What follows belongs to an exercise in optimizing a design on an open flow for small area, a short achievable clock period and few clock cycles; a production flow would make more cautious choices. Function was checked by simulation only, so behaviour that the tests miss may differ from the original. Power and IR drop assume default switching activity.

==> flow/flow/run.sh <==
#!/bin/bash
set -euo pipefail
bash standard.sh SETUP_SLACK_MARGIN=8.55 finish > standard_make.log 2>&1
==> flow/standard.sh <==
#!/bin/bash
# synth_recipe.tcl (not shown) runs the flow's synth.tcl, then flattens the netlist and writes it again
# the make line also repeats each setting of config.mk as NAME=value (left out here)
make -C /OpenROAD-flow-scripts/flow DESIGN_CONFIG=/design/flow/config.mk WORK_HOME=/design/flow/orfs CLKGATE_MAP_FILE= SYNTH_SCRIPT=/design/flow/synth_recipe.tcl "${@:-finish}"
==> flow/config.mk <==
export PLATFORM = sky130hd
export DESIGN_NAME = upb
export DESIGN_NICKNAME = upb
export VERILOG_FILES = /design/flow/design.v
export SDC_FILE = /design/flow/constraint.sdc
export NUM_CORES = 4
export LEC_CHECK = 0
export ABC_CLOCK_PERIOD_IN_PS = 3000
export CAP_MARGIN = 20
export CORE_MARGIN = 2
export CORE_UTILIZATION = 45
export CTS_CLUSTER_DIAMETER = 95
export CTS_CLUSTER_SIZE = 27
export SLEW_MARGIN = 20
==> flow/constraint.sdc <==
create_clock -name core_clock -period 12.0 [get_ports {clk}]
set_input_delay 2.4000 -clock core_clock [delete_from_list [all_inputs] [get_ports {clk}]]
set_output_delay 2.4000 -clock core_clock [all_outputs]
set_load 0.01 [all_outputs]
==> flow/design.v <==
module upb (
    input  wire        clk,
    input  wire        rst,           
    input  wire        cmd_valid,
    output wire        cmd_ready,
    input  wire [39:0] cmd,
    output wire [31:0] res,
    output wire [3:0]  flt,
    output wire [1:0]  st,
    output wire        tx_valid,
    output wire [7:0]  tx_data,
    input  wire        rx_valid,
    output wire        rx_ready,
    input  wire [7:0]  rx_data,
    output wire [23:0] mem_addr,
    input  wire [7:0]  mem_rdata
);
    localparam [7:0] OP_NOP     = 8'h00, OP_RESET   = 8'h01, OP_RDR     = 8'h02,
                     OP_RXFLUSH = 8'h03, OP_TXRAW   = 8'h04, OP_RXGET   = 8'h05,
                     OP_LSEED   = 8'h10, OP_LSTEP   = 8'h11, OP_LTX     = 8'h12,
                     OP_LCHK    = 8'h13, OP_SCLR    = 8'h20, OP_SADD    = 8'h21,
                     OP_SIMG    = 8'h22, OP_SMARK   = 8'h23, OP_STEST   = 8'h24,
                     OP_LRCCLR  = 8'h28, OP_LRCXOR  = 8'h29, OP_ENCWORD = 8'h30,
                     OP_ENCMEM  = 8'h31, OP_FSYNC   = 8'h40, OP_FBYTE   = 8'h41,
                     OP_FFIELD  = 8'h42, OP_PCLR    = 8'h50, OP_PPTR    = 8'h51,
                     OP_PLEN    = 8'h52, OP_PDEL    = 8'h53, OP_SSTART  = 8'h58;
    localparam [1:0] ST_IDLE = 2'd0, ST_RUN = 2'd1, ST_SUCCESS = 2'd2, ST_ABORTED = 2'd3;
    localparam [2:0] PH_NONE = 3'd0, PH_SSYNC = 3'd1, PH_CSYNC = 3'd2, PH_HDR = 3'd3,
                     PH_PAY = 3'd4, PH_ACK = 3'd5, PH_NEXT = 3'd6;
    localparam [2:0] R_NONE = 3'd0, R_MISSSYNC = 3'd1, R_COGMIS = 3'd2, R_CKSUM = 3'd3;
    reg         rs_q;                 
    reg         rc_q;                 
    reg         rdy;                  
    reg         pre;                  
    reg         db;                   
    reg         pb;                   
    reg         gq;                   
    reg         fst;                  
    reg         kr;                   
    reg         ar;                   
    reg         rg;                   
    reg  [39:0] cq;                   
    reg  [2:0]  xsub;                 
    reg         oq, hz;               
    reg         rx_e0;                
    reg         oacc;                 
    reg  [31:0] res_q;
    reg  [3:0]  flt_q;
    reg  [1:0]  st_q;
    reg  [7:0]  lfsr, sum, lrc;
    reg  [191:0] rptr;                
    reg  [175:0] rlen;                
    reg  [2:0]  rp;                   
    reg  [2:0]  rq;                   
    reg  [3:0]  clr;                  
    reg  [7:0]  pv;                   
    reg  [2:0]  sq;                   
    reg         sf;                   
    reg         sp;                   
    reg  [3:0]  ek;                   
    reg  [2:0]  reason;
    reg  [3:0]  n_q, cog, scan;
    reg         mk;
    reg  [19:2] base_q;               
    reg  [16:2] off_q;
    reg  [9:2]  chunk_q;
    wire [19:0] base  = {base_q, 2'b00};
    wire [16:0] off   = {off_q, 2'b00};
    wire [9:0]  chunk = {chunk_q, 2'b00};
    reg  [1:0]  flags;
    reg  [7:0]  ackb0, ackb1, ackb2;
    reg  [1:0]  ackn;
    reg  [15:0] paddr;                
    reg         p16, phi;             
    reg  [16:0] rdcnt;                
    reg         rdz;                  
    reg         v1, v2;               
    reg  [7:0]  f0, f1;               
    reg  [1:0]  fo;                   
    reg         pm;                   
    reg         stf;                  
    reg         txv;
    reg  [7:0]  txd;
    reg  [31:0] rxq;
    reg  [1:0]  rx_rd, rx_wr;
    reg  [3:0]  rx_t;                 
    reg         rxr;
    assign cmd_ready = rdy;
    assign res       = res_q;
    assign flt       = flt_q;
    assign st        = st_q;
    assign tx_valid  = txv;
    assign tx_data   = txd;
    assign rx_ready  = rxr;
    assign mem_addr  = {8'd0, paddr};
    function [7:0] lfsr_next(input [7:0] s);
        lfsr_next = {s[6:0], s[7] ^ s[5] ^ s[4] ^ s[1]};
    endfunction
    function [7:0] enc_d(input [2:0] g);
        enc_d = 8'h92 | {1'b0, g[2], 2'b00, g[1], 2'b00, g[0]};
    endfunction
    function [7:0] enc_f(input [1:0] g);
        enc_f = 8'hF2 | {4'b0000, g[1], 2'b00, g[0]};
    endfunction
    function [3:0] next_valid(input [3:0] k, input [7:0] v);
        integer i;
        begin
            next_valid = 4'd0;
            for (i = 8; i >= 1; i = i - 1)
                if (i >= k && v[i-1])
                    next_valid = i[3:0];
        end
    endfunction
    wire [7:0]  i_op  = cq[39:32];
    wire [31:0] i_arg = cq[31:0];
    wire        iz31_8 = (i_arg[31:8] == 24'd0);
    wire        iz7_4  = (i_arg[7:4] == 4'd0);
    wire        iz3_2  = (i_arg[3:2] == 2'd0);
    wire        iz31_0 = iz31_8 && iz7_4 && iz3_2 && (i_arg[1:0] == 2'd0);
    wire [3:0]  i_clo  = i_arg[3:0];
    wire [3:0]  i_cp   = i_arg[27:24];
    wire        i_clo_ok = (i_clo >= 4'd1) && (i_clo <= 4'd8);
    wire        i_cp_ok  = (i_cp  >= 4'd1) && (i_cp  <= 4'd8);
    wire [7:0]  i_ra = i_arg[7:0];
    wire        i_rdr_ok = ((i_ra[7:4] == 4'h1) && i_clo_ok) || ((i_ra[7:4] == 4'h2) && i_clo_ok) ||
                           ((i_ra[7:4] == 4'h0) && (i_ra[3:0] <= 4'hA) && (i_ra[3:0] != 4'h5));
    wire i_cA = (i_op == OP_NOP) || (i_op == OP_RESET) || (i_op == OP_RXFLUSH) || (i_op == OP_RXGET) ||
                (i_op == OP_LSTEP) || (i_op == OP_LTX) || (i_op == OP_LCHK) || (i_op == OP_SCLR) ||
                (i_op == OP_STEST) || (i_op == OP_LRCCLR) || (i_op == OP_PCLR);
    wire i_cB = (i_op == OP_RDR) || (i_op == OP_TXRAW) || (i_op == OP_LSEED) || (i_op == OP_SADD) ||
                (i_op == OP_LRCXOR) || (i_op == OP_FSYNC) || (i_op == OP_FBYTE);
    wire i_cC = (i_op == OP_SIMG) || (i_op == OP_PDEL);
    wire i_cF = (i_op == OP_ENCWORD) || (i_op == OP_FFIELD);
    wire i_cH = (i_op == OP_PPTR) || (i_op == OP_PLEN);
    wire [7:0] i_kq = {i_cH && (i_arg[31:28] == 4'd0),
                       (i_op == OP_ENCMEM) && (i_arg[31:24] == 8'd0),
                       i_cF,
                       (i_op == OP_SSTART) && iz31_8 && iz7_4 && iz3_2,
                       (i_op == OP_SMARK) && iz31_8 && iz7_4 && iz3_2 && !i_arg[1],
                       i_cC && iz31_8 && iz7_4,
                       i_cB && iz31_8,
                       i_cA && iz31_0};
    wire [7:0] i_pvr = {pv[6:0], pv[7]};
    wire i_rg1 = ((i_op == OP_RDR) && !i_rdr_ok) ||
                 ((i_op == OP_SIMG) && (!i_clo_ok || !i_pvr[i_clo[2:0]])) ||
                 ((i_op == OP_PDEL) && !i_clo_ok);
    wire i_rg2 = ((i_op == OP_ENCMEM) && ((i_arg[1:0] != 2'b00) || (i_arg[23:16] != 8'd0))) ||
                 ((i_op == OP_PPTR) && !i_cp_ok) ||
                 ((i_op == OP_PLEN) && (!i_cp_ok || (i_arg[1:0] != 2'b00))) ||
                 ((i_op == OP_SSTART) && (pv == 8'd0));
    wire i_arun  = (i_op == OP_NOP) || (i_op == OP_RESET) || (i_op == OP_RDR);
    wire i_reset = (i_op == OP_RESET) && iz31_0;
    wire [7:0]  op   = cq[39:32];
    wire [31:0] arg  = cq[31:0];
    wire [2:0]  c_lo = arg[2:0];      
    wire [2:0]  c_p  = arg[26:24];
    wire is_rdr    = (op == OP_RDR);
    wire is_flush  = (op == OP_RXFLUSH);
    wire is_txraw  = (op == OP_TXRAW);
    wire is_rxget  = (op == OP_RXGET);
    wire is_lseed  = (op == OP_LSEED);
    wire is_lstep  = (op == OP_LSTEP);
    wire is_ltx    = (op == OP_LTX);
    wire is_lchk   = (op == OP_LCHK);
    wire is_sclr   = (op == OP_SCLR);
    wire is_sadd   = (op == OP_SADD);
    wire is_simg   = (op == OP_SIMG);
    wire is_smark  = (op == OP_SMARK);
    wire is_stest  = (op == OP_STEST);
    wire is_lrcclr = (op == OP_LRCCLR);
    wire is_lrcxor = (op == OP_LRCXOR);
    wire is_encw   = (op == OP_ENCWORD);
    wire is_encm   = (op == OP_ENCMEM);
    wire is_fsync  = (op == OP_FSYNC);
    wire is_fbyte  = (op == OP_FBYTE);
    wire is_ffield = (op == OP_FFIELD);
    wire is_pclr   = (op == OP_PCLR);
    wire is_pptr   = (op == OP_PPTR);
    wire is_plen   = (op == OP_PLEN);
    wire is_pdel   = (op == OP_PDEL);
    wire is_sstart = (op == OP_SSTART);
    wire is_enc    = is_encw | is_encm;
    wire [7:0] ra = arg[7:0];
    wire ra_ptr = (ra[7:4] == 4'h1);
    wire ra_len = (ra[7:4] == 4'h2);
    wire f_busy = kr && (st_q == ST_RUN) && !ar;
    wire fault  = !kr || f_busy || rg;
    wire fq     = gq && fst && fault;
    wire go     = gq && !(fst && fault);
    wire first  = go && fst;
    wire [23:0] hp = rptr[23:0];      
    wire [21:0] hl = rlen[21:0];      
    wire        rclr   = (clr != 4'd0);
    wire        at_plo = !rclr && (rp == c_lo);
    wire        at_llo = !rclr && (rq == c_lo);
    wire [17:0] oob_s = {1'b0, p16, paddr} + {1'b0, hl[14:0], 2'b00};
    wire        oob   = phi || (hl[21:15] != 7'd0) || oob_s[17] || (oob_s[16] && (oob_s[15:0] != 16'd0));
    wire [16:0] hlen  = {hl[14:0], 2'b00};
    wire        hlz   = (hl[14:0] == 15'd0);
    wire        seq_run  = (st_q == ST_RUN);
    wire [3:0]  nv_after = (cog == 4'd8) ? 4'd0 : next_valid(cog + 4'd1, pv);
    wire [10:0] hadd_hi  = base[19:9] + {3'd0, off[16:9]};
    wire [19:0] haddr    = {hadd_hi, base[8:0]};
    reg  [7:0]  hdr_b;
    always @* begin
        case (ek[2:0])
            3'd0: hdr_b = {4'd0, cog};
            3'd1: hdr_b = mk ? 8'hFF : {4'd0, haddr[19:16]};
            3'd2: hdr_b = mk ? 8'hFF : haddr[15:8];
            3'd3: hdr_b = mk ? 8'hFE : haddr[7:0];
            3'd4: hdr_b = 8'd0;
            3'd5: hdr_b = 8'd0;
            3'd6: hdr_b = {6'd0, chunk[9:8]};
            default: hdr_b = chunk[7:0];
        endcase
    end
    wire       rx_have = rx_t[0];
    reg  [7:0] rx_head;
    always @* begin
        case (rx_rd)
            2'd0: rx_head = rxq[7:0];
            2'd1: rx_head = rxq[15:8];
            2'd2: rx_head = rxq[23:16];
            default: rx_head = rxq[31:24];
        endcase
    end
    wire rx_push = rx_valid && rxr;
    wire s_emit = seq_run && !sf && (sq == PH_SSYNC || sq == PH_CSYNC || sq == PH_HDR);
    reg  [7:0] h_b;
    reg        h_ff;                  
    always @* begin
        h_b  = arg[7:0];
        h_ff = 1'b0;
        if (is_ltx)   h_b = {7'h7F, lfsr[0]};
        if (is_fsync) h_b = (ek[0] == 1'b0) ? 8'hFF : arg[7:0];
        if (is_fbyte) h_ff = (arg[7:0] == 8'hFF);
        if (is_ffield) begin
            case (ek[1:0])
                2'd0: h_b = arg[31:24];
                2'd1: h_b = arg[23:16];
                2'd2: h_b = arg[15:8];
                default: h_b = arg[7:0];
            endcase
            h_ff = (h_b == 8'hFF);
        end
        if (is_enc) begin
            case (ek)
                4'd0:  h_b = enc_d(arg[2:0]);
                4'd1:  h_b = enc_d(arg[5:3]);
                4'd2:  h_b = enc_d(arg[8:6]);
                4'd3:  h_b = enc_d(arg[11:9]);
                4'd4:  h_b = enc_d(arg[14:12]);
                4'd5:  h_b = enc_d(arg[17:15]);
                4'd6:  h_b = enc_d(arg[20:18]);
                4'd7:  h_b = enc_d(arg[23:21]);
                4'd8:  h_b = enc_d(arg[26:24]);
                4'd9:  h_b = enc_d(arg[29:27]);
                default: h_b = enc_f(arg[31:30]);
            endcase
        end
    end
    reg [2:0] enc_need;
    always @* begin
        case (ek)
            4'd0, 4'd1:       enc_need = 3'd1;
            4'd2, 4'd3, 4'd4: enc_need = 3'd2;
            4'd5, 4'd6, 4'd7: enc_need = 3'd3;
            default:          enc_need = 3'd4;
        endcase
    end
    wire h_avail = !is_encm || (xsub >= enc_need);
    wire h_cmd   = is_txraw || is_ltx || is_fsync || is_fbyte || is_ffield || is_enc;    
    wire h_end   = (is_fbyte && ek == 4'd1) || (is_ffield && ek == 4'd4);
    wire h_emit  = go && h_cmd && !h_end && h_avail;
    wire        pop    = (fo != 2'd0) && (pm || (sp && !stf));
    wire        f0ff   = (f0 == 8'hFF);
    wire        popff  = sp && pop && f0ff;
    wire [2:0]  m_now  = {1'b0, fo} + {2'd0, v2} + {2'd0, v1};
    wire        m_mode = pm || sp;
    wire        m_room = m_mode ? ((m_now < 3'd3) || ((m_now == 3'd3) && pop))
                                : ((m_now < 3'd2) || ((m_now == 3'd2) && pop));
    wire        issue  = !rdz && !popff && m_room;
    wire        drain  = rdz && !v1 && !v2 && ((fo == 2'd0) || (fo == 2'd1 && pop));
    reg         s_v;
    reg  [7:0]  s_b;
    reg         s_f;                  
    always @* begin
        s_v = 1'b0;
        s_b = f0;
        s_f = 1'b0;
        if (sp) begin
            s_v = (fo != 2'd0);
            s_f = f0ff;
        end else if (s_emit) begin
            s_v = 1'b1;
            case (sq)
                PH_SSYNC: s_b = ek[0] ? {4'd0, n_q} : 8'hFF;
                PH_CSYNC: s_b = ek[0] ? {4'd0, cog} : 8'hFF;
                default:  begin s_b = hdr_b; s_f = (hdr_b == 8'hFF); end
            endcase
        end
    end
    wire s_acc = s_v && !stf;                  
    wire h_acc = h_emit && !stf;               
    wire e_acc = s_acc || h_acc;
    wire e_ff  = (s_acc && s_f) || (h_acc && h_ff);
    wire h_last  = ((is_txraw || is_ltx || is_fbyte) && ek == 4'd0) || (is_fsync && ek == 4'd1) ||
                   (is_ffield && ek == 4'd3) || (is_enc && ek == 4'd10);
    wire h_done  = (h_acc && h_last && !h_ff) || (h_end && stf);
    wire rdr_done = ra_ptr ? at_plo : (ra_len ? at_llo : 1'b1);
    wire [7:0] pvr = {pv[6:0], pv[7]};    
    reg done;
    always @* begin
        done = 1'b0;
        if (fq)
            done = 1'b1;
        else if (go) begin
            if (h_cmd)
                done = h_done;
            else if (is_rdr)
                done = rdr_done;
            else if (is_pptr)
                done = (rp == c_p);
            else if (is_plen)
                done = (rq == c_p);
            else if (is_simg)
                done = (xsub == 3'd3 && (oq || hz)) || (xsub == 3'd4 && drain);
            else if (is_sstart)
                done = (xsub == 3'd3);
            else
                done = 1'b1;
        end
    end
    wire do_reset = rs_q || rc_q;
    wire flush    = do_reset || (first && is_flush);
    wire x_pop    = first && (is_rxget || is_lchk) && !rx_e0;
    wire lchk_ok  = (rx_head[7:1] == 7'h7F) && (rx_head[0] == lfsr[0]);
    reg [31:0] rdr_val;
    always @* begin
        rdr_val = 32'd0;
        if (ra_ptr)
            rdr_val = {8'd0, hp};
        else if (ra_len)
            rdr_val = {pvr[c_lo], 7'd0, hl, 2'b00};
        else case (ra[3:0])
            4'h0: rdr_val = {9'd0, flags, mk, scan, n_q, cog, reason, sq, st_q};
            4'h1: rdr_val = {28'd0, flt_q};
            4'h2: rdr_val = {24'd0, lfsr};
            4'h3: rdr_val = {24'd0, sum};
            4'h4: rdr_val = {24'd0, lrc};
            4'h6: rdr_val = {12'd0, base};
            4'h7: rdr_val = {15'd0, off};
            4'h8: rdr_val = {22'd0, chunk};
            4'hA: rdr_val = {6'd0, ackn, ackb2, ackb1, ackb0};
            default: rdr_val = 32'd0;
        endcase
    end
    wire [7:0] sum_op = pm ? f0 : (is_smark ? (arg[0] ? 8'hD8 : 8'hEC) : arg[7:0]);
    wire [7:0] sum_nx = sum + sum_op;
    wire [7:0] off_hi1  = off[16:9] + 8'd1;
    wire       len_more = (hlen[16:9] > off[16:9]) || ((hlen[16:9] == off[16:9]) && (hlen[8:0] != 9'd0));
    wire [9:0] len_chk  = (hlen[16:9] == off[16:9]) ? {1'b0, hlen[8:0]} : 10'd512;
    wire [9:0] chunk0   = (hlen[16:9] == 8'd0) ? {1'b0, hlen[8:0]} : 10'd512;
    always @(posedge clk) begin
        rs_q <= rst;
        rc_q <= ((rdy && cmd_valid && pre) || db) && i_reset;
        if (rdy || done || do_reset)
            cq <= cmd;
        pre <= cmd_valid && (done || do_reset || (rdy && !cmd_valid));
        if (rdy || db) begin
            kr    <= (i_kq != 8'd0);
            ar    <= i_arun;
            rg    <= i_rg1 || i_rg2;
        end
        if (rdy) begin
            rx_e0 <= !rx_have;
            xsub  <= 3'd0;
            if (!seq_run) ek <= 4'd0;
            oacc  <= 1'b0;
        end
        fst <= rdy || db;
        if (rst) begin
            rdy <= 1'b0;
            gq  <= 1'b0;
            db  <= 1'b0;
        end else if (do_reset) begin
            rdy <= 1'b1;
            gq  <= 1'b0;
            db  <= 1'b0;
        end else if (rdy) begin
            rdy <= !cmd_valid;
            gq  <= cmd_valid && pre;
            db  <= cmd_valid && !pre;
        end else if (db) begin
            db  <= 1'b0;
            gq  <= 1'b1;
        end else if (done) begin
            rdy <= 1'b1;
            gq  <= 1'b0;
        end
        txv <= !rst && !do_reset && (stf || e_acc);
        txd <= stf ? 8'h00 : (seq_run ? s_b : h_b);
        stf <= !do_reset && e_ff;
        rp <= do_reset ? 3'd1 : rp + 3'd5;
        rq <= do_reset ? 3'd7 : rq + 3'd5;
        rptr <= {((go && is_pptr && rp == c_p) ? arg[23:0] : (rclr ? 24'd0 : hp)), rptr[191:24]};
        rlen <= {((go && is_plen && rq == c_p) ? arg[23:2] : (rclr ? 22'd0 : hl)), rlen[175:22]};
        if (do_reset || (first && is_pclr))
            clr <= 4'd8;
        else if (rclr)
            clr <= clr - 4'd1;
        v2 <= !do_reset && v1;
        if (v1) paddr <= paddr + 16'd1;
        if (issue) begin
            rdcnt <= rdcnt - 17'd1;
            rdz   <= (rdcnt == 17'd1);
        end
        v1 <= !do_reset && issue;
        if (pop) begin
            if (fo == 2'd2) begin
                f0 <= f1;
                if (v2) f1 <= mem_rdata;
            end else if (v2)
                f0 <= mem_rdata;
        end else if (v2) begin
            if (fo == 2'd0) f0 <= mem_rdata;
            else            f1 <= mem_rdata;
        end
        fo <= do_reset ? 2'd0 : fo - {1'b0, pop} + {1'b0, v2};
        pb <= db && rx_push;
        if (rxr) begin
            case (rx_wr)
                2'd0: rxq[7:0]   <= rx_data;
                2'd1: rxq[15:8]  <= rx_data;
                2'd2: rxq[23:16] <= rx_data;
                default: rxq[31:24] <= rx_data;
            endcase
        end
        begin : rxq_ctl
            reg       rpop;
            reg [2:0] ncnt;
            rpop = x_pop || (seq_run && !sf && sq == PH_ACK && rx_have);
            if (flush) begin
                rx_rd  <= rx_wr - {1'b0, pb};
                if (rx_push) rx_wr <= rx_wr + 2'd1;
                rx_t   <= {2'd0, pb && rx_push, pb || rx_push};
            end else begin
                if (rpop) rx_rd <= rx_rd + 2'd1;
                if (rx_push) rx_wr <= rx_wr + 2'd1;
                if (rx_push && !rpop) rx_t <= {rx_t[2:0], 1'b1};
                else if (rpop && !rx_push) rx_t <= {1'b0, rx_t[3:1]};
            end
            rxr <= rst || flush || !(!rpop && (rx_t[3] || (rx_t[2] && rx_push)));
        end
        if (do_reset) begin
            lfsr   <= 8'h50;
            sum    <= 8'd0;
            lrc    <= 8'd0;
            res_q  <= 32'd0;
            flt_q  <= 4'd0;
            pv     <= 8'd0;
            st_q   <= ST_IDLE;
            sq     <= PH_NONE;
            sf     <= 1'b0;
            sp     <= 1'b0;
            pm     <= 1'b0;
            reason <= R_NONE;
            n_q    <= 4'd0;
            cog    <= 4'd0;
            scan   <= 4'd0;
            mk     <= 1'b0;
            base_q  <= 18'd0;
            off_q   <= 15'd0;
            chunk_q <= 8'd0;
            flags  <= 2'd0;
            ackb0  <= 8'd0;
            ackb1  <= 8'd0;
            ackb2  <= 8'd0;
            ackn   <= 2'd0;
            rdz    <= 1'b1;
        end else begin
            if (fq) begin
                if (!kr)         flt_q[0] <= 1'b1;
                else if (f_busy) flt_q[1] <= 1'b1;
                else            flt_q[2] <= 1'b1;
            end
            if (first) begin
                if (is_rxget) res_q <= rx_e0 ? 32'h100 : {24'd0, rx_head};
                if (is_lseed) lfsr <= arg[7:0];
                if (is_lstep) begin res_q <= {31'd0, lfsr[0]}; lfsr <= lfsr_next(lfsr); end
                if (is_ltx)   lfsr <= lfsr_next(lfsr);
                if (is_lchk) begin
                    if (rx_e0)
                        res_q <= 32'd2;
                    else if (lchk_ok) begin
                        res_q <= 32'd1;
                        lfsr  <= lfsr_next(lfsr);
                    end else begin
                        res_q    <= 32'd0;
                        flt_q[3] <= 1'b1;
                    end
                end
                if (is_sclr)   sum <= 8'd0;
                if (is_sadd || is_smark) sum <= sum_nx;
                if (is_stest)  res_q <= {31'd0, (sum == 8'd0)};
                if (is_lrcclr) lrc <= 8'd0;
                if (is_lrcxor) lrc <= lrc ^ arg[7:0];
                if (is_pclr)   pv <= 8'd0;
                if (is_pdel)   pv[c_lo - 3'd1] <= 1'b0;
                if (is_encm) begin
                    paddr <= arg[15:0];
                    rdcnt <= 17'd3;
                    rdz   <= 1'b0;
                    v1    <= 1'b1;
                    pm    <= 1'b1;
                end
            end
            if (go && is_rdr && rdr_done)
                res_q <= rdr_val;
            if (go && is_plen && rq == c_p)
                pv[c_p - 3'd1] <= 1'b1;
            if (h_acc)
                ek <= ek + 4'd1;
            if (pm && is_encm && pop) begin
                case (xsub[1:0])
                    2'd0: cq[7:0]   <= f0;
                    2'd1: cq[15:8]  <= f0;
                    2'd2: cq[23:16] <= f0;
                    default: cq[31:24] <= f0;
                endcase
                xsub <= xsub + 3'd1;
            end
            if (pm && done)
                pm <= 1'b0;
            if (go && is_simg) begin
                case (xsub)
                    3'd0: if (at_plo) begin
                              paddr <= hp[15:0]; p16 <= hp[16]; phi <= (hp[23:17] != 7'd0);
                              xsub  <= 3'd1;
                          end
                    3'd1: xsub <= 3'd2;
                    3'd2: begin
                              oq    <= oob;
                              hz    <= hlz;
                              rdcnt <= hlen;
                              xsub  <= 3'd3;
                          end
                    3'd3: begin
                              if (oq) flt_q[2] <= 1'b1;
                              else if (!hz) begin
                                  rdz   <= 1'b0;
                                  pm    <= 1'b1;
                                  xsub  <= 3'd4;
                              end
                          end
                    default: if (pop) sum <= sum_nx;
                endcase
            end
            if (go && is_sstart) begin
                case (xsub)
                    3'd0: if (!rclr) begin
                              paddr <= hp[15:0]; p16 <= hp[16]; phi <= (hp[23:17] != 7'd0);
                              xsub  <= 3'd1;
                          end
                    3'd1: xsub <= 3'd2;
                    3'd2: begin
                        xsub <= (ek == 4'd7) ? 3'd3 : 3'd0;
                        ek   <= ek + 4'd1;
                        oacc <= oacc || (pvr[rq] && oob);
                    end
                    default: begin
                            if (oacc)
                                flt_q[2] <= 1'b1;
                            else begin
                                st_q   <= ST_RUN;
                                sq     <= PH_SSYNC;
                                sf     <= 1'b0;
                                ek     <= 4'd0;
                                reason <= R_NONE;
                                n_q    <= {3'd0, pv[0]} + {3'd0, pv[1]} + {3'd0, pv[2]} + {3'd0, pv[3]} +
                                          {3'd0, pv[4]} + {3'd0, pv[5]} + {3'd0, pv[6]} + {3'd0, pv[7]};
                                cog    <= 4'd0;
                                scan   <= 4'd1;
                                mk     <= 1'b0;
                                base_q  <= 18'd0;
                                off_q   <= 15'd0;
                                chunk_q <= 8'd0;
                                ackn   <= 2'd0;
                                ackb0  <= 8'd0;
                                ackb1  <= 8'd0;
                                ackb2  <= 8'd0;
                                lrc    <= 8'd0;
                                flags  <= arg[1:0];
                            end
                    end
                endcase
            end
            if (seq_run) begin
                if (sf) begin
                    if (sq == PH_CSYNC) begin
                        case (ek[1:0])
                            2'd0: if (rp == cog[2:0]) begin
                                      paddr <= hp[15:0];
                                      ek    <= 4'd1;
                                  end
                            2'd1: ek <= 4'd2;
                            default: begin
                                off_q <= 15'd0;
                                mk    <= hlz;
                                chunk_q <= chunk0[9:2];
                                rdcnt <= {7'd0, chunk0};
                                rdz   <= hlz;
                                lrc   <= 8'd0;
                                sq    <= PH_HDR;
                                sf    <= 1'b0;
                                ek    <= 4'd0;
                            end
                        endcase
                    end else begin
                        if (rq == cog[2:0]) begin
                            mk    <= !len_more;
                            chunk_q <= len_more ? len_chk[9:2] : 8'd0;
                            rdcnt <= {7'd0, len_chk};
                            rdz   <= !len_more;
                            lrc   <= 8'd0;
                            sq    <= PH_HDR;
                            sf    <= 1'b0;
                            ek    <= 4'd0;
                        end
                    end
                end else begin
                    case (sq)
                        PH_SSYNC: if (s_acc) begin
                            if (ek[0]) begin sq <= PH_CSYNC; ek <= 4'd0; cog <= nv_after; end
                            else ek <= 4'd1;
                        end
                        PH_CSYNC: if (s_acc) begin
                            if (ek[0]) begin sf <= 1'b1; ek <= 4'd0; end
                            else ek <= 4'd1;
                        end
                        PH_HDR: begin
                            if ((s_acc && ek == 4'd7 && !s_f) || (stf && ek == 4'd8)) begin
                                ackn <= 2'd0;
                                ek   <= 4'd0;
                                sq   <= mk ? PH_ACK : PH_PAY;
                                sp   <= !mk;
                            end else if (s_acc)
                                ek <= ek + 4'd1;
                        end
                        PH_PAY: begin
                            if (pop) lrc <= lrc ^ f0;
                            if (drain && !popff) begin
                                sq <= PH_ACK;
                                sp <= 1'b0;
                            end
                        end
                        PH_ACK: if (rx_have) begin
                            case (ackn)
                                2'd0: ackb0 <= rx_head;
                                2'd1: ackb1 <= rx_head;
                                default: ackb2 <= rx_head;
                            endcase
                            ackn <= ackn + 2'd1;
                            if (!mk && ackn == 2'd2) begin
                                if (ackb0 != 8'hFF) begin
                                    st_q <= ST_ABORTED; sq <= PH_NONE; reason <= R_MISSSYNC;
                                end else if (ackb1 != {4'd0, cog}) begin
                                    st_q <= ST_ABORTED; sq <= PH_NONE; reason <= R_COGMIS;
                                end else if (rx_head != lrc) begin
                                    st_q <= ST_ABORTED; sq <= PH_NONE; reason <= R_CKSUM;
                                end else if (chunk[9]) begin
                                    off_q <= {off_hi1, 7'd0};
                                    sf  <= 1'b1;
                                end else begin
                                    off_q <= {off_q[16:9], chunk_q[8:2]};
                                    mk    <= 1'b1;
                                    chunk_q <= 8'd0;
                                    lrc   <= 8'd0;
                                    sq    <= PH_HDR;
                                    ek    <= 4'd0;
                                end
                            end else if (mk && ackn == 2'd1) begin
                                if (ackb0 != 8'hFF) begin
                                    st_q <= ST_ABORTED; sq <= PH_NONE; reason <= R_MISSSYNC;
                                end else if (rx_head != {4'd0, cog}) begin
                                    st_q <= ST_ABORTED; sq <= PH_NONE; reason <= R_COGMIS;
                                end else
                                    sq <= PH_NEXT;
                            end
                        end
                        PH_NEXT: begin
                            base_q <= base_q + {3'd0, off_q};
                            scan <= cog + 4'd1;
                            mk   <= 1'b0;
                            ek   <= 4'd0;
                            if (nv_after != 4'd0) begin
                                sq  <= PH_CSYNC;
                                cog <= nv_after;
                            end
                            else begin
                                st_q <= ST_SUCCESS;
                                sq   <= PH_NONE;
                            end
                        end
                        default: ;
                    endcase
                end
            end
        end
    end
endmodule
==> results.toml, run 1 <==
[run_status]
status = "no timing/DRC/antenna violations"

[synth]
synth_area_leaders = "dfxtp_1, edfxtp_1, nand2_1, a21oi_1, ha_1"
synth_xor_area_frac = 0.03425
synth_adder_area_share = 0.04793
syn-mean-instance-area_sq_um = 9.132
synth-main-ff-cell = "dfxtp_1"
async_reset_ff_frac = 0
synth_warnings = 1
synth_top_area_frac = 0.4148
synthMuxAreaShare = 0.02364
ys_ff_latch = 705
syn_area_sq_um = 30650
synth-edff-count = 70
synth_top_family_by_area = "compound AO/OA/AOI/OAI gates"
postSynthCellCount = 3356
synth-compound-area-share = 0.1967
seq_area_frac_synth = 0.4834
synth_top_cell_by_area = "dfxtp_1"
synthSimpleGateAreaFrac = 0.1701
yosysUniqueCellTypes = 105

[place]
post-place-ws_ps = 7261
dp_hpwl_um = 87570
port-buffer-count = 119
placed_area_sq_um = 32460
gp_congestion = 1.014

[floorplanning]
dieArea_sq_um = 70210
num_rows = 95
initial_utilization = 0.4556
die_h_um = 265.0
io_pins = 133
fp.dieW_um = 265.0
placeableCoreArea_sq_um = 67280

[setup_path]
critPathMaxFanout = 2
crit_path_start_kind = "register"
cp_data_arrival_time_ps = 1190
critPathCaptureType = "output pin"
path_class = "register to output pin"
cp.required_ps = 9600

[cts]
cts_max_level = 2
clock_sinks = 705
ctsRootBufferMaster = "clkbuf_16"
cts_buffers = 38
clk_latency_ps = 640
clk_pin_slew_worst_paths_ps = 100
cts.path.max_buffers = 3
cts_tree = "done"

[power]
cellPowerDensity_nw_per_um2 = 126.3
p_comb_frac = 0.118
p_int_mw = 3.235
switchingPower_mw = 1.287
pwr-share-seq = 0.550
swShare = 0.2845
p_leak_nw = 13.67
p_clk_frac = 0.332
ir_drop_mv = 0.1301

[global_route]
grt_overflow_total = 0
grtUsageTotal = 0.3360
grt_pass1_wl_um = 175100
grt_max_degree = 57
first_global_vias = 25519
antenna_found_initial = 5

[timing]
setup_violations = 0
tns_ps = 0
rsz0062_at_grt = "yes"
whs_ps = 311.7
timing.final.crit_share = 0.2995
finalClockSkew_ps = 49.52
slew_violations = 0
hold_viol_final = 0
finalCriticalPeriod_ps = 3594
worstMarginPinSlew_ps = 1140
setup_slack_ps = 8406
max_freq_mhz = 278.2
slew_headroom = 0.2339

[routing]
vias = 27280
routed_wirelength_um = 121400
drc_errors = 0
first_iter_violations = 3284
postRouteAntennaNets = 0
viasPerCell = 6.253
wire_per_inst_um = 27.83
detail_route.first_pass.iterations = 8

[min_path]
min_path_type = "register to register"

[job]
drv_cap = 0

[layout]
layout-drive-gt1-share = 0.1574
area_delta_synth_final_pct = 16.79
nNetsFinal = 3642
stdcell_area_sq_um = 35790
==> through the flow <==
stage	cells	power, mW	util
finish	4363	4.522	0.5320
global route	4362	4.650	0.5320
CTS	4330	4.502	0.5206
detailed placement	4190	2.987	0.4825
global placement	4190	2.980	0.4824
floorplan	3368	2.781	-
==> cell usage in the layout, fill, tap and decap left out, types with 22 or more instances in the layout <==
cell	count
nor2_1	296
xnor2_1	62
nand3_1	107
ha_1	84
and2_1	27
dfxtp_4	37
a21o_1	22
edfxtp_1	70
xor2_1	52
buf_6	63
clkdlybuf4s50_1	59
nand4_1	28
dfxtp_1	564
a31oi_1	68
a222oi_1	22
and3_1	25
mux2i_1	44
nor3_1	62
dfxtp_2	34
clkbuf_16	38
inv_1	91
nor2b_1	27
a211oi_1	25
o21ai_0	165
buf_4	150
a21oi_1	258
a22oi_1	69
o22ai_1	38
nand2b_1	26
nand2_1	361
o211ai_1	30
==> power groups by stage <==
stage	Clock, mW	Sequential (mW)	Combinational [mW]
finish	1.50	2.48	0.536
CTS	1.53	2.48	0.491
global route	1.60	2.49	0.557
detailed placement	0	2.55	0.439
floorplan	0	2.50	0.281
global placement	0	2.55	0.434
==> Yosys cell counts, drive strengths merged, types with 7 or more instances <==
library cell / instances
o22ai: 38
dfxtp: 635
nand2: 368
edfxtp: 70
nor3: 69
o31ai: 20
nand3: 111
ha: 103
xnor2: 64
xor2: 55
or4: 7
fa: 9
o21a: 14
a222oi: 22
o211ai: 30
inv: 98
a311oi: 19
o21bai: 11
nand4: 30
a211o: 10
buf: 57
o21ai: 181
nor2b: 31
or2: 17
a21oi: 265
a211oi: 28
mux2: 16
a22o: 10
nand2b: 27
mux2i: 45
clkbuf: 168
a22oi: 77
nor2: 305
and2: 31
a21o: 24
a21boi: 9
nor4: 30
a31oi: 70
and3: 25
or3: 17
a32oi: 8
a221oi: 22
==> sequential cells by signal (all words and copies together), names as in the netlist, 15 cells and up, named ones only <==
signal / cells
cq: 40
rptr: 192
rlen: 176
rdcnt: 17
base_q: 18
off_q: 15
paddr: 16
res_q: 27
rxq: 32
==> kinds of logic after synthesis <==
kind of cell / Yosys count
adders and majority gates: 112
xor gates and xnor gates: 119
buffers and inverters: 324
other: 1
muxes: 65
AOI/OAI and AO/OA: 926
DFF: 705
and+or+nand+nor: 1104
==> area by class of cell <==
type                       count  area (sq um)
clock buffer                  41         962.2
fill                        6133         31480
multi-input combinational   2340         15430
clock inverter                18         282.8
timing repair buffer         286          2641
antenna                        1         2.502
sequential                   705         15000
tap                          873          1092
inverter                      99         386.6
==> what timing repair did <==
| action | 4_1_cts | 5_1_grt |
|---|---|---|
| pin swaps | 23 | 26 |
| setup endpoints to repair | 236 | 203 |
| hold buffers | 0 | 0 |
| setup buffers | 80 | 32 |
| gates resized for setup | 485 | 99 |
| cloned | 1 | 0 |
==> per-layer routing <==
layer | GRT usage | vias to the layer above | part of all wire
met5 | 0 | - | 0.00017
met4 | 0.1498 | 4 | 0.049
met3 | 0.06725 | 293 | 0.092
met2 | 0.5046 | 1468 | 0.43
met1 | 0.4673 | 13296 | 0.43
li1 | - | 12219 | -
==> final timing paths <==
path | startpoint | end | slack [ps] | cells past startpoint
min | rptr[74]$_DFF_P_ | rptr[50]$_DFF_P_ | 310 | 0
max reg2reg | paddr[4]$_DFF_P_ | oq$_DFFE_PP_ | 8490 | 12
max | rdy$_SDFF_PP0_ | cmd_ready | 8410 | 2
min reg2reg | rptr[74]$_DFF_P_ | rptr[50]$_DFF_P_ | 310 | 0
==> worst max-delay path, stage by stage (launching register included) <==
cell	delay (ps)
dfxtp_2	340
buf_12	110
buf_6	110
Testbench counts, summed over its fixed seeds: cycles 72,184.
==> inputs of run 2 (changes only) <==
==> flow/flow/run.sh (replaced) <==
#!/bin/bash
set -euo pipefail
bash standard.sh SETUP_SLACK_MARGIN=8.4 finish > standard_make.log 2>&1
==> run 2 against run 1 <==
Critical path depth unchanged. Final cell count is 0.34% lower. Critical path type unchanged. Highest routed layer unchanged. Die area unchanged. Combinational power fell by 5.2%.
==> results.toml, run 2 <==
[synth]
syn_area_sq_um = 30650
synth_warnings = 1
synth-main-ff-cell = "dfxtp_1"
ys_ff_latch = 705
synth_top_cell_by_area = "dfxtp_1"
async_reset_ff_frac = 0
synth-edff-count = 70
syn-mean-instance-area_sq_um = 9.132
synth_common_cells = "dfxtp_1, nand2_1, nor2_1"
yosysUniqueCellTypes = 105
synth_most_common_cell = "dfxtp_1"
synth_top_area_frac = 0.4148
postSynthCellCount = 3356
seq_area_frac_synth = 0.4834
synth_area_leaders = "dfxtp_1, edfxtp_1, nand2_1, a21oi_1, ha_1"

[min_path]
holdPathEnd = "rptr[7]$_DFF_P_"
whs_path_depth = 0
min_path_type = "register to register"
hold_start = "rptr[31]$_DFF_P_"

[cts]
ctsRootBufferMaster = "clkbuf_16"
cts_buffers = 38
cts_tree = "done"
cts_max_level = 2
clk_pin_slew_worst_paths_ps = 100
clk_latency_ps = 630
cts.path.max_buffers = 3
clock_sinks = 705

[global_route]
grtUsageTotal = 0.3466
grt_overflow_total = 0
grt_max_degree = 55
first_global_vias = 25530
antenna_found_initial = 9
grt_pass1_wl_um = 179200

[setup_path]
cp_slowest_cell = "dfxtp_2"
path_class = "register to output pin"
timing.rr.start = "off_q[9]$_SDFFE_PP0P_"
reg2reg_slack_ps = 8430
cp_data_arrival_time_ps = 1200
crit_path_start_kind = "register"
path_cells = "buf_12 > buf_6"
critPathMaxFanout = 2
r2r_cells = 12
critPathCaptureType = "output pin"
cpPeakStageDelay_ps = 340
cp.required_ps = 9600

[layout]
layout_commonest_cell = "dfxtp_1"
stdcell_area_sq_um = 35030
layout-drive-gt1-share = 0.1418
nNetsFinal = 3624
reg.largest.list = "rptr: 192 flops, rlen: 176 flops, cq: 40 flops"
fillCellCount = 6229
finish.utilization = 0.5207
most-common-layout-cells = "dfxtp_1, nand2_1, nor2_1, a21oi_1, o21ai_0"
largest_register_ffs = 192
area_delta_synth_final_pct = 14.31
top_register = "rptr"
layoutNonFillerInstCount = 4348

[timing]
setup_violations = 0
finalClockSkew_ps = 28.45
max_freq_mhz = 278.0
slew_headroom = 0.2278
whs_ps = 322.6
slew_violations = 0
tns_ps = 0
finalCriticalPeriod_ps = 3597
rsz0062_at_grt = "yes"
hold_viol_final = 0
setup_slack_ps = 8403
worstMarginPinSlew_ps = 1156
timing.final.crit_share = 0.2998

[routing]
first_iter_violations = 3130
wire_per_inst_um = 28.77
postRouteAntennaNets = 0
vias = 27442
routed_wirelength_um = 125100
drc_errors = 0
detail_route.first_pass.iterations = 9
viasPerCell = 6.311

[power]
cellPowerDensity_nw_per_um2 = 128.9
p_leak_nw = 13.49
ir_drop_mv = 0.1307
finalPower_mw = 4.515

[place]
post-place-ws_ps = 7242
port-buffer-count = 119
gp_congestion = 1.010
dp_hpwl_um = 91570
placed_area_sq_um = 32490
dp.cells = 4193

[floorplanning]
num_rows = 95
dieArea_sq_um = 70210
fp.dieW_um = 265.0
die_h_um = 265.0
placeableCoreArea_sq_um = 67280
io_pins = 133
initial_utilization = 0.4556

[run_status]
status = "no timing/DRC/antenna violations"

[job]
drv_cap = 0
-- run 2: worst max-delay path by stage --
stage,slack [ps],endpoint,start
after global placement,7230,res_q[4]$_SDFFE_PP0P_,cq[0]$_DFF_P_
after floorplan,8520,rx_t[0]$_DFFE_PP_,rx_valid
after detailed placement,7240,res_q[4]$_SDFFE_PP0P_,cq[0]$_DFF_P_
after global routing,8320,cog[2]$_SDFF_PP0_,sf$_SDFF_PP0_
after CTS,8320,res_q[4]$_SDFFE_PP0P_,cq[0]$_DFF_P_
final,8400,cmd_ready,rdy$_SDFF_PP0_
-- run 2: cell type report --
| type | count | area [sq um] | share of cell area |
|---|---|---|---|
| antenna | 5 | 12.51 | 0.0003571 |
| clock inverter | 17 | 291.5 | 0.008321 |
| multi-input combinational | 2340 | 15120 | 0.4316 |
| clock buffer | 41 | 993.5 | 0.02836 |
| sequential | 705 | 15000 | 0.4281 |
| tap | 873 | 1092 | 0.03118 |
| timing repair buffer | 268 | 2137 | 0.06100 |
| inverter | 99 | 386.6 | 0.01104 |
-- run 2: cell families (layout without fill, tap and decap cells) --
family | Yosys count | in the layout | synth area share
buf+inv | 324 | 425 | 0.04385
other cells | 1 | 18 | 0.0001224
simple gates | 1104 | 1105 | 0.1701
xor+xnor | 119 | 119 | 0.03425
compound gates | 926 | 926 | 0.1967
flops | 705 | 705 | 0.4834
fa+ha+maj | 112 | 112 | 0.04793
mux | 65 | 65 | 0.02364
-- run 2: timing repair --
item | CTS | global route
hold buffers | 0 | 0
buffers inserted | 58 | 33
pin swaps | 13 | 14
resized for setup | 374 | 98
endpoints found under the setup margin | 214 | 147
cloned | 1 | 0
endpoints found under the hold margin | 0 | 0
-- run 2: report_power, final --
group          internal, mW  total, mW  leakage (nW)  switching [mW]
sequential             2.41       2.49          5.84          0.0744
combinational         0.179      0.508          7.04           0.328
clock                 0.646       1.52         0.612           0.876
-- run 2: critical path, delay by kind of cell (launching register included) --
kind | cells | cell delay (ps)
buffers and inverters | 2 | 230
DFF | 1 | 340
-- run 2: routing by layer --
metal / routed length (um) / up-vias / track usage / share of wire
li1: - / 12197 / - / -
met1: 53720 / 13463 / 0.4820 / 0.43
met2: 53810 / 1499 / 0.5214 / 0.43
met3: 10890 / 279 / 0.05973 / 0.087
met4: 6652 / 4 / 0.1684 / 0.053
met5: 27 / - / 0 / 0.00022
==> inputs of run 3 (changes only) <==
==> flow/flow/run.sh (replaced) <==
#!/bin/bash
set -euo pipefail
bash standard.sh SETUP_SLACK_MARGIN=8.45 finish > standard_make.log 2>&1
--- a/flow/config.mk
+++ b/flow/config.mk
@@ -10,3 +10,3 @@
 export CORE_MARGIN = 2
-export CORE_UTILIZATION = 45
+export CORE_UTILIZATION = 55
 export CTS_CLUSTER_DIAMETER = 95
==> run 3 against run 2 <==
Still clean. Core utilization increased by 11 points. Sequential cell count unchanged. Combinational power shrank 3.9%. Synthesized cell count is the same. Critical path type is now register to register.
==> results.toml, run 3 <==
[synth]
seq_area_frac_synth = 0.4834
synth-edff-count = 70
synth_area_leaders = "dfxtp_1, edfxtp_1, nand2_1, a21oi_1, ha_1"
yosysUniqueCellTypes = 105
synth-main-ff-cell = "dfxtp_1"
synth_warnings = 1
synth_top_cell_by_area = "dfxtp_1"
ys_ff_latch = 705
syn_area_sq_um = 30650
synth_most_common_cell = "dfxtp_1"
synth_top_area_frac = 0.4148
synth_common_cells = "dfxtp_1, nand2_1, nor2_1"
async_reset_ff_frac = 0
syn-mean-instance-area_sq_um = 9.132
postSynthCellCount = 3356

[layout]
layoutNonFillerInstCount = 4215
area_delta_synth_final_pct = 13.01
top_register = "rptr"
stdcell_area_sq_um = 34630
layout-drive-gt1-share = 0.1356
antennaDiodeCount = 0
layout_commonest_cell = "dfxtp_1"
reg.largest.list = "rptr: 192 flops, rlen: 176 flops, cq: 40 flops"
largest_register_ffs = 192
finish.utilization = 0.6287
nNetsFinal = 3624
most-common-layout-cells = "dfxtp_1, nand2_1, nor2_1, a21oi_1, o21ai_0"

[run_status]
status = "no timing/DRC/antenna violations"

[cts]
ctsRootBufferMaster = "clkbuf_16"
clk_pin_slew_worst_paths_ps = 100
cts_buffers = 36
cts.path.max_buffers = 3
clock_sinks = 705
cts_max_level = 2
cts_tree = "done"
ctsHoldBuffers = 0
clk_latency_ps = 620

[global_route]
grt_max_degree = 60
first_global_vias = 25459
grt_overflow_total = 0
grtUsageTotal = 0.3843
grt_pass1_wl_um = 164100
antenna_found_initial = 2

[place]
placed_area_sq_um = 32290
dp_hpwl_um = 81940
port-buffer-count = 119
dp.cells = 4063
gp_congestion = 1.039
post-place-ws_ps = 7385

[timing]
rsz0062_at_grt = "yes"
max_freq_mhz = 279.6
whs_ps = 324.8
setup_slack_ps = 8423
slew_headroom = 0.1819
tns_ps = 0
timing.final.crit_share = 0.2981
setup_violations = 0
hold_viol_final = 0
slew_violations = 0
finalCriticalPeriod_ps = 3577
worstMarginPinSlew_ps = 1217
finalClockSkew_ps = 41.25

[routing]
detail_route.first_pass.iterations = 10
vias = 27540
postRouteAntennaNets = 0
first_iter_violations = 3983
routed_wirelength_um = 113900
drc_errors = 0
wire_per_inst_um = 27.02
viasPerCell = 6.534

[setup_path]
cp_data_arrival_time_ps = 4050
path_class = "register to register"
cp.required_ps = 12470
crit_path_start_kind = "register"
critPathCaptureType = "register"
critPathMaxFanout = 11

[floorplanning]
die_h_um = 240.1
fp.dieW_um = 240.1
io_pins = 133
placeableCoreArea_sq_um = 55090
num_rows = 86
dieArea_sq_um = 57630
initial_utilization = 0.5563

[job]
drv_cap = 0

[power]
cellPowerDensity_nw_per_um2 = 126.8
ir_drop_mv = 0.1406
p_leak_nw = 13.42
finalPower_mw = 4.391

[min_path]
min_path_type = "register to register"
[run 3: cell counts after synthesis]
No cell type changed its count.
[run 3: report_power, final]
group	total [mW]	switching (mW)	leakage, nW	internal, mW
sequential	2.49	0.0744	5.83	2.41
combinational	0.488	0.312	7.04	0.176
clock	1.42	0.825	0.546	0.592
total	4.39	1.21	13.4	3.18
[run 3: cell families after synthesis]
logic type | Yosys count | synth area share
AOI/OAI and AO/OA | 926 | 0.1967
adders and majority gates | 112 | 0.04793
and+or+nand+nor | 1104 | 0.1701
other | 1 | 0.0001224
buffers and inverters | 324 | 0.04385
DFF | 705 | 0.4834
muxes | 65 | 0.02364
xor gates and xnor gates | 119 | 0.03425
[run 3: area by class of cell]
type	count	area, sq um
Timing Repair Buffer	270	2130
Inverter	99	379.1
Fill cell	4691	20460
Clock inverter	13	206.4
Sequential cell	705	14970
Tap cell	748	935.9
Multi-Input combinational cell	2340	15090
Clock buffer	40	925.9
[run 3: critical path, stage by stage, from the launching register on]
cell and delay (ps):
dfxtp_4 490, buf_4 260, inv_1 270, ha_1 440
a221oi_1 760, a211oi_1 130, a2111oi_2 580, a211o_1 180
a21oi_1 70, a21oi_1 160, a211oi_1 90
[run 3: worst paths after layout]
check                     endpoint  slack (ps)  cells past startpoint         startpoint
max          res_q[3]$_SDFFE_PP0P_        8420                     10      cq[1]$_DFF_P_
min              rptr[111]$_DFF_P_         320                      0  rptr[135]$_DFF_P_
max reg2reg  res_q[3]$_SDFFE_PP0P_        8420                     10      cq[1]$_DFF_P_
min reg2reg      rptr[111]$_DFF_P_         320                      0  rptr[135]$_DFF_P_
[run 3: what timing repair did]
action                     4_1_cts  5_1_grt
setup buffers                   61       37
pin swaps                       11       15
gates resized for setup        382       66
gates cloned                     1        0
setup endpoints to repair      224      142
[run 3: metal layers]
| layer | wire, um | track usage | vias to the layer above |
|---|---|---|---|
| met5 | 12 | 0 | - |
| met3 | 12530 | 0.07991 | 384 |
| met2 | 48770 | 0.5822 | 1787 |
| met1 | 44880 | 0.5119 | 13160 |
| met4 | 7688 | 0.2155 | 2 |
| li1 | - | - | 12207 |

-- re-timing with driven ports --
How much do the figures lean on ideal ports? The routed layouts below were timed once more, with nothing changed but the port constraints.
Step 1 (the two cells are an assumption about what drives the block):
set clk [get_ports {clk}]
set_driving_cell -lib_cell sky130_fd_sc_hd__clkbuf_16 $clk
set_driving_cell -lib_cell sky130_fd_sc_hd__buf_2 [delete_from_list [all_inputs] $clk]
Step 2 times the ports against the registers' clock, not the clock port: input delays grow and output delays shrink by t, the midpoint of the rising clock arrivals with the driver on.
Three values: ideal ports, drivers, drivers and shift; two values: the first two.
run | t (ns) | setup WS [ns] | cell pins on the clock port's net
run 1 | 0.685 | 8.406 / 8.339 / 7.991 | 1
run 2 | 0.681 | 8.403 / 8.337 / 7.953 | 1
run 3 | 0.661 | 8.423 / 8.367 / 7.986 | 1
After both steps setup and hold are still met in every run listed. For run 2, which loses most, drivers alone change the setup slack by -0.066 ns; drivers and shift together by -0.450 ns.
